Source: an optimization exercise on an open RTL-to-GDS flow (aim: small area). Production flows keep margins and buffers that such runs may drop. Only simulation tests tie the RTL to the original design; equivalence was not proved. Power and IR drop assume default switching activity.

**flow/design.v**
```verilog
module fstc (
    input  wire        clk,
    input  wire        rst,
    input  wire        start,
    input  wire        tick,
    input  wire        rsp_valid,
    input  wire [1:0]  rsp_kind,
    input  wire [7:0]  rsp_b0,
    input  wire [7:0]  rsp_b1,
    output reg         rd_req,
    output wire [1:0]  rd_len,
    output wire        busy,
    output wire        valid,
    output wire        failed,
    output wire [2:0]  err,
    output wire [15:0] sr0,
    output wire [15:0] sr1,
    output wire [15:0] sr2,
    output wire [15:0] sr3,
    output wire [15:0] sr4,
    output wire [15:0] sr5,
    output wire [15:0] sr6,
    output wire [15:0] sr7,
    output wire [15:0] sr8,
    output wire [15:0] sr9,
    output wire [15:0] sr10,
    output wire [15:0] sr11,
    output wire [15:0] sr12,
    output wire [15:0] sr13,
    output wire [15:0] sr14,
    output wire [15:0] sr15
);
    localparam [15:0] T_LIMIT     = 16'd5000;
    localparam [15:0] ELAPSED_MAX = 16'hFFFF;
    localparam [15:0] PAYLOAD_LEN = 16'd28;
    localparam [4:0]  CK_OFF      = 5'd26;
    localparam [2:0] PH_IDLE    = 3'd0;
    localparam [2:0] PH_SEARCH  = 3'd1;
    localparam [2:0] PH_LENGTH  = 3'd2;
    localparam [2:0] PH_PAYLOAD = 3'd3;
    localparam [2:0] PH_DONE    = 3'd4;
    localparam [2:0] PH_FAIL    = 3'd5;
    localparam [2:0] ERR_NONE     = 3'd0;
    localparam [2:0] ERR_RECEIVE  = 3'd1;
    localparam [2:0] ERR_TIMEOUT  = 3'd2;
    localparam [2:0] ERR_UNEXPECT = 3'd3;
    localparam [2:0] ERR_CHECKSUM = 3'd4;
    localparam [1:0] K_N0  = 2'd0;
    localparam [1:0] K_N1  = 2'd1;
    localparam [1:0] K_N2  = 2'd2;
    localparam [1:0] K_ERR = 2'd3;
    reg [2:0]   phase_q;
    reg [4:0]   idx_q;
    reg         req_q;
    reg [15:0]  elapsed_q;
    reg [15:0]  cks_q;
    reg [15:0]  cks_exp_q;
    reg [2:0]   err_q;
    reg [223:0] buf_q;           
    reg [2:0]  phase_n;
    reg [4:0]  idx_n;
    reg        req_n;
    reg [15:0] elapsed_n;
    reg [15:0] cks_n;
    reg [15:0] cks_exp_n;
    reg [2:0]  err_n;
    reg        buf_wr;           
    reg        buf_clr;          
    reg [7:0]  p0, p1;           
    reg        busy_q_w;
    reg        busy_n_w;
    always @* begin
        phase_n   = phase_q;
        idx_n     = idx_q;
        req_n     = req_q;
        elapsed_n = elapsed_q;
        cks_n     = cks_q;
        cks_exp_n = cks_exp_q;
        err_n     = err_q;
        buf_wr    = 1'b0;
        buf_clr   = 1'b0;
        rd_req    = 1'b0;
        p0 = rsp_b0;
        p1 = (rsp_kind == K_N2) ? rsp_b1 : 8'h00;
        busy_q_w = (phase_q == PH_SEARCH) || (phase_q == PH_LENGTH) ||
                   (phase_q == PH_PAYLOAD);
        if (tick && busy_q_w && elapsed_q != ELAPSED_MAX)
            elapsed_n = elapsed_q + 16'd1;
        if (rsp_valid && req_q) begin
            req_n = 1'b0;
            if (rsp_kind == K_ERR) begin
                phase_n = PH_FAIL;
                err_n   = ERR_RECEIVE;
            end else if (rsp_kind != K_N0) begin
                case (phase_q)
                    PH_SEARCH: begin
                        if (p0 == 8'h42 && p1 == 8'h4D) begin
                            cks_n   = cks_q + 16'h0042 + 16'h004D;
                            phase_n = PH_LENGTH;
                        end
                    end
                    PH_LENGTH: begin
                        cks_n = cks_q + {8'h00, p0} + {8'h00, p1};
                        if ({p0, p1} == PAYLOAD_LEN) begin
                            phase_n = PH_PAYLOAD;
                        end else begin
                            phase_n = PH_FAIL;
                            err_n   = ERR_UNEXPECT;
                        end
                    end
                    PH_PAYLOAD: begin
                        buf_wr = 1'b1;
                        if (idx_q < CK_OFF)
                            cks_n = cks_q + {8'h00, p0} + {8'h00, p1};
                        idx_n = idx_q + 5'd2;
                        if (idx_q == CK_OFF) begin
                            cks_exp_n = {p0, p1};
                            if ({p0, p1} == cks_q) begin
                                phase_n = PH_DONE;
                            end else begin
                                phase_n = PH_FAIL;
                                err_n   = ERR_CHECKSUM;
                            end
                        end
                    end
                    default: ;
                endcase
            end
        end
        busy_n_w = (phase_n == PH_SEARCH) || (phase_n == PH_LENGTH) ||
                   (phase_n == PH_PAYLOAD);
        if (start && !busy_n_w) begin
            phase_n   = PH_SEARCH;
            idx_n     = 5'd0;
            req_n     = 1'b0;
            elapsed_n = 16'd0;
            cks_n     = 16'd0;
            cks_exp_n = 16'd0;
            err_n     = ERR_NONE;
            buf_wr    = 1'b0;
            buf_clr   = 1'b1;
        end
        busy_n_w = (phase_n == PH_SEARCH) || (phase_n == PH_LENGTH) ||
                   (phase_n == PH_PAYLOAD);
        if (busy_n_w && !req_n) begin
            if (elapsed_n > T_LIMIT) begin
                phase_n = PH_FAIL;
                err_n   = ERR_TIMEOUT;
            end else begin
                req_n  = 1'b1;
                rd_req = 1'b1;
            end
        end
        if (rst)
            rd_req = 1'b0;
    end
    always @(posedge clk) begin
        if (rst) begin
            phase_q   <= PH_IDLE;
            idx_q     <= 5'd0;
            req_q     <= 1'b0;
            elapsed_q <= 16'd0;
            cks_q     <= 16'd0;
            cks_exp_q <= 16'd0;
            err_q     <= ERR_NONE;
        end else begin
            phase_q   <= phase_n;
            idx_q     <= idx_n;
            req_q     <= req_n;
            elapsed_q <= elapsed_n;
            cks_q     <= cks_n;
            cks_exp_q <= cks_exp_n;
            err_q     <= err_n;
        end
    end
    integer i;
    always @(posedge clk) begin
        for (i = 0; i < 28; i = i + 1) begin
            if (rst || buf_clr)
                buf_q[8*i +: 8] <= 8'h00;
            else if (buf_wr && idx_q == i[4:0])
                buf_q[8*i +: 8] <= p0;
            else if (buf_wr && idx_q + 5'd1 == i[4:0])
                buf_q[8*i +: 8] <= p1;
        end
    end
    assign rd_len = 2'd2;
    assign busy   = (phase_q == PH_SEARCH) || (phase_q == PH_LENGTH) ||
                    (phase_q == PH_PAYLOAD);
    assign valid  = (phase_q == PH_DONE);
    assign failed = (phase_q == PH_FAIL);
    assign err    = err_q;
    assign sr0 = {3'b000, idx_q, valid, err_q, req_q, phase_q};
    assign sr1 = cks_q;
    assign sr2 = cks_exp_q;
    assign sr3 = elapsed_q;
    wire [15:0] field [0:11];
    genvar k;
    generate
        for (k = 0; k < 12; k = k + 1) begin : g_field
            assign field[k] = valid ? {buf_q[8*(2*k) +: 8], buf_q[8*(2*k+1) +: 8]}
                                    : 16'h0000;
        end
    endgenerate
    assign sr4  = field[0];
    assign sr5  = field[1];
    assign sr6  = field[2];
    assign sr7  = field[3];
    assign sr8  = field[4];
    assign sr9  = field[5];
    assign sr10 = field[6];
    assign sr11 = field[7];
    assign sr12 = field[8];
    assign sr13 = field[9];
    assign sr14 = field[10];
    assign sr15 = field[11];
endmodule
```
**flow/run.sh**
```bash
#!/bin/bash
# synth_recipe.tcl (not shown) runs the flow's synth.tcl, then flattens the netlist and writes it again
# the make line also repeats each setting of config.mk as NAME=value (left out here)
make -C /OpenROAD-flow-scripts/flow DESIGN_CONFIG=/design/flow/config.mk WORK_HOME=/design/flow/orfs CLKGATE_MAP_FILE= SYNTH_SCRIPT=/design/flow/synth_recipe.tcl finish
```
**flow/config.mk**
```make
export PLATFORM = sky130hd
export DESIGN_NAME = fstc
export DESIGN_NICKNAME = fstc
export VERILOG_FILES = /design/flow/design.v
export SDC_FILE = /design/flow/constraint.sdc
export NUM_CORES = 4
export LEC_CHECK = 0
export CAP_MARGIN = 20
export CORE_MARGIN = 2
export CORE_UTILIZATION = 40
export PLACE_DENSITY = 0.6
export SLEW_MARGIN = 20
```
**flow/constraint.sdc**
```tcl
create_clock -name core_clock -period 12.0 [get_ports {clk}]
set_input_delay 2.4000 -clock core_clock [delete_from_list [all_inputs] [get_ports {clk}]]
set_output_delay 2.4000 -clock core_clock [all_outputs]
set_load 0.01 [all_outputs]
```
==> results_dict.tcl <==
set metrics [dict create \
    status "timing/DRC/antenna clean" \
    p_sw_share_pct 23.8 \
    setup_tns_ns 0 \
    path_clk_slew_ns 0.06 \
    cp_max_fo 14 \
    ios 288 \
    drc 0 \
    rsz0062_at_grt "false" \
    synth-seq-cells 251 \
    layout-drive-gt1-share_pct 4.11 \
    die_height_um 179 \
    ant_nets 0 \
    wl_per_cell_um 18.1 \
    grt-ovfl-total 0 \
    seqPwrFrac_pct 47.0 \
    synth_cell_types 70 \
    yosysTopAreaCell "dfxtp_1" \
    leakage_nw 5.44 \
    syn_area_um2 12200 \
    dp_hpwl_mm 26.2 \
    firstDrtPassIters 5 \
    syn-mean-instance-area_um2 7.57 \
    dp_slack_ns 3.07 \
    track_usage_pct 24.4 \
    via_count 11400 \
    max_slew.worst_pin.slew_ns 1.12 \
    finalCriticalPeriod_ns 8.97 \
    p_int_mw 1.36 \
    fmax_mhz 112 \
    routed_via_density 5.13 \
    power.share.clock_pct 47.4 \
    cts_buffers 29 \
    synthTopCellsByArea "dfxtp_1, and2_1, a21oi_1, nor2_1, nand2_1" \
    postSynthCellCount 1614 \
    crit_arrival_ns 6.57 \
    setup_violations 0 \
    fp.dieW_um 179 \
    p_per_area_nw_per_um2 112 \
    skew_ns 0.0143 \
    wirelength_mm 40.1 \
    placedInstanceArea_um2 15100 \
    p_sw_mw 0.425 \
    cts_max_path_buffers 3 \
    ctsResizeCount 0 \
    tritoncts "yes" \
    layout_setup_ws_ns 3.03 \
    synth_edf_count 0 \
    clk_latency_ns 0.55 \
    hold_viol 0 \
    io_buffers 281 \
    nNetsFinal 1852 \
    hold_class "reg2reg" \
    grt_max_degree 228 \
    maxCapViolations 0 \
    synthFlopType "dfxtp_1" \
    areaGrowthSynthToFinish_pct 30.8 \
    initial_core_util_pct 40.9 \
    worstPathRequired_ns 9.60 \
    num_antenna_cells 0 \
    cts_setup_buffers 0 \
    ys_seq_area_share_pct 41.1 \
    core_area_um2 29900 \
    critical_path_class "in2out" \
    relSlewSlack_pct 25.4 \
    period_share_pct 74.7 \
    final_cell_area_um2 16000 \
    yosys.area.top_type_share_pct 41.1 \
    die-area_um2 31900 \
    yosysWarnings 1 \
    cts_sinks 251 \
    gp_congestion 0.885 \
    row_count 63 \
    r2r_slack_ns 7.91 \
    holdBufCountCts 0 \
    antenna_found_initial 0 \
    crit_path_end_kind "output port" \
    ir_drop_mv 0.104 \
    cts-root-buf "clkbuf_16" \
    cp-start-kind "primary input" \
    initialDrtViolationCount 803 \
    cts_max_level 1 \
    grt_pass1_wl_mm 61.0 \
    first_global_vias 10700 \
    async_reset_ff_share_pct 0 \
    p_comb_share_pct 5.7 \
    maxSlewViolCount 0 \
]
-- cells by family (layout without fill, tap and decap cells) --
group                      Yosys count  count (layout)  synth area share (%)
AOI/OAI and AO/OA                  316             316                  14.4
adders and majority gates           25              25                  3.09
other                                2               6                0.0615
buffers and inverters              166             374                  5.87
and+or+nand+nor                    816             816                  32.6
DFF                                251             251                  41.1
xor gates and xnor gates            34              34                  2.44
muxes                                4               4                 0.379
-- synthesized netlist by cell type (11+ instances only) --
cell and n:
and2_1 203, buf_2 30, clkbuf_1 90, nor3_1 19, ha_1 15, buf_4 11, xor2_1 17, inv_1 29
nor2_1 246, dfxtp_1 251, nand2_1 205, xnor2_1 17, a21oi_1 235, nand3_1 72, o21ai_0 27
-- worst max-delay path, cell delays in order --
cell,delay (ns)
clkdlybuf4s50_1,0.65
and2b_1,0.41
nand2_1,0.58
inv_1,0.26
nand4_1,0.25
o31ai_1,0.42
a31oi_1,0.19
nor2_1,0.23
o31a_1,0.29
nand3_1,0.11
a21oi_1,0.21
clkdlybuf4s50_1,0.57
-- layout make-up --
type	count	area, µm²
fillers	2923	13900
multi-input cells	1201	6520
well taps	390	488
inverters	29	109
clock inverters	5	38.8
repair buffers	293	2920
clock buffers	47	873
flip-flops and latches	251	5020
-- sequential cells by signal (all words and copies together) (netlist names) --
signal / count
req_q: 1
cks_exp_q: 16
err_q: 3
idx_q: 4
buf_q: 192
phase_q: 3
elapsed_q: 16
cks_q: 16
-- path summary, 6_finish.rpt --
check                                            start                      to  depth (start not counted)
worst max-delay path                       rsp_kind[1]                  rd_req                         12
worst min-delay path            buf_q[55]$_SDFFE_PP0P_  buf_q[55]$_SDFFE_PP0P_                          2
worst max register to register   phase_q[1]$_SDFF_PP0_   cks_q[7]$_SDFFE_PP0P_                          9
worst min register to register  buf_q[55]$_SDFFE_PP0P_  buf_q[55]$_SDFFE_PP0P_                          2
-- metrics by stage --
step           std cells  utilization (%)  hold WS [ns]  power, mW
5_1_grt             2216             53.5         0.461       1.84
3_5_place_dp        2164             50.4         0.443      0.957
6_report            2216             53.5         0.449       1.78
3_3_place_gp        2164             50.4         0.438      0.955
4_1_cts             2216             53.5         0.451       1.80
2_1_floorplan       1618                -         0.432      0.920
-- cell usage in the layout, fill, tap and decap left out, types with 4 or more instances in the layout --
cell	netlist	final
a211oi_1	6	6
a21oi_1	235	235
a31oi_1	10	10
and2_1	203	203
and3_1	4	4
and4_1	4	4
buf_4	11	11
clkbuf_1	90	10
clkbuf_16	0	29
clkbuf_8	0	8
clkdlybuf4s50_1	0	281
conb_1	2	6
dfxtp_1	251	251
fa_1	9	9
ha_1	15	15
inv_1	29	29
nand2_1	205	205
nand2b_1	6	6
nand3_1	72	72
nand4_1	4	4
nand4b_1	4	4
nor2_1	246	246
nor2b_1	4	4
nor3_1	19	19
nor3b_1	9	8
nor4_1	7	7
o21ai_0	27	27
o22ai_1	5	5
or3_1	8	8
xnor2_1	17	17
xor2_1	17	17
-- per-layer routing --
metal  vias up  global-route usage (%)  wire length, µm
met2       317                    39.7            18300
met1      5305                    31.7            17700
met4         0                    6.88             1080
met5         -                       0                0
met3        58                    6.55             2970
li1       5691                       -                -
-- power by group through the flow --
stage	clock (mW)	combinational [mW]	sequential (mW)
CTS	0.863	0.102	0.837
floorplan	0	0.0658	0.854
global placement	0	0.0998	0.856
global route	0.894	0.109	0.837
detailed placement	0	0.101	0.856
finish	0.845	0.101	0.837

-- port drivers added, routing unchanged --
The flow's constraints put no driver on any port. The routed layout listed below was extracted and timed again, unchanged, in two steps. Step 1, drivers: a clkbuf_16 drives clk and a buf_2 each remaining input, both assumed. Step 2, shift: input delay + t, output delay - t, t = (earliest + latest rising clock arrival at the registers) / 2. This alone moves slack from input paths to output paths. a / b / c = no drivers / after step 1 / after step 2; a / b = the first two.
shift t [ns]: 0.589
slack for setup (ns): 3.034 / 2.999 / 2.999
worst hold slack (ns): 0.449 / 0.449 / 0.449
worst register clock-pin slew, ns: 0.06 / 0.06
worst slew at a driven data input, ns: 0.05
After both steps this run still meets setup and hold. For this run, drivers alone change the setup slack by -0.035 ns; drivers and shift together by -0.035 ns.
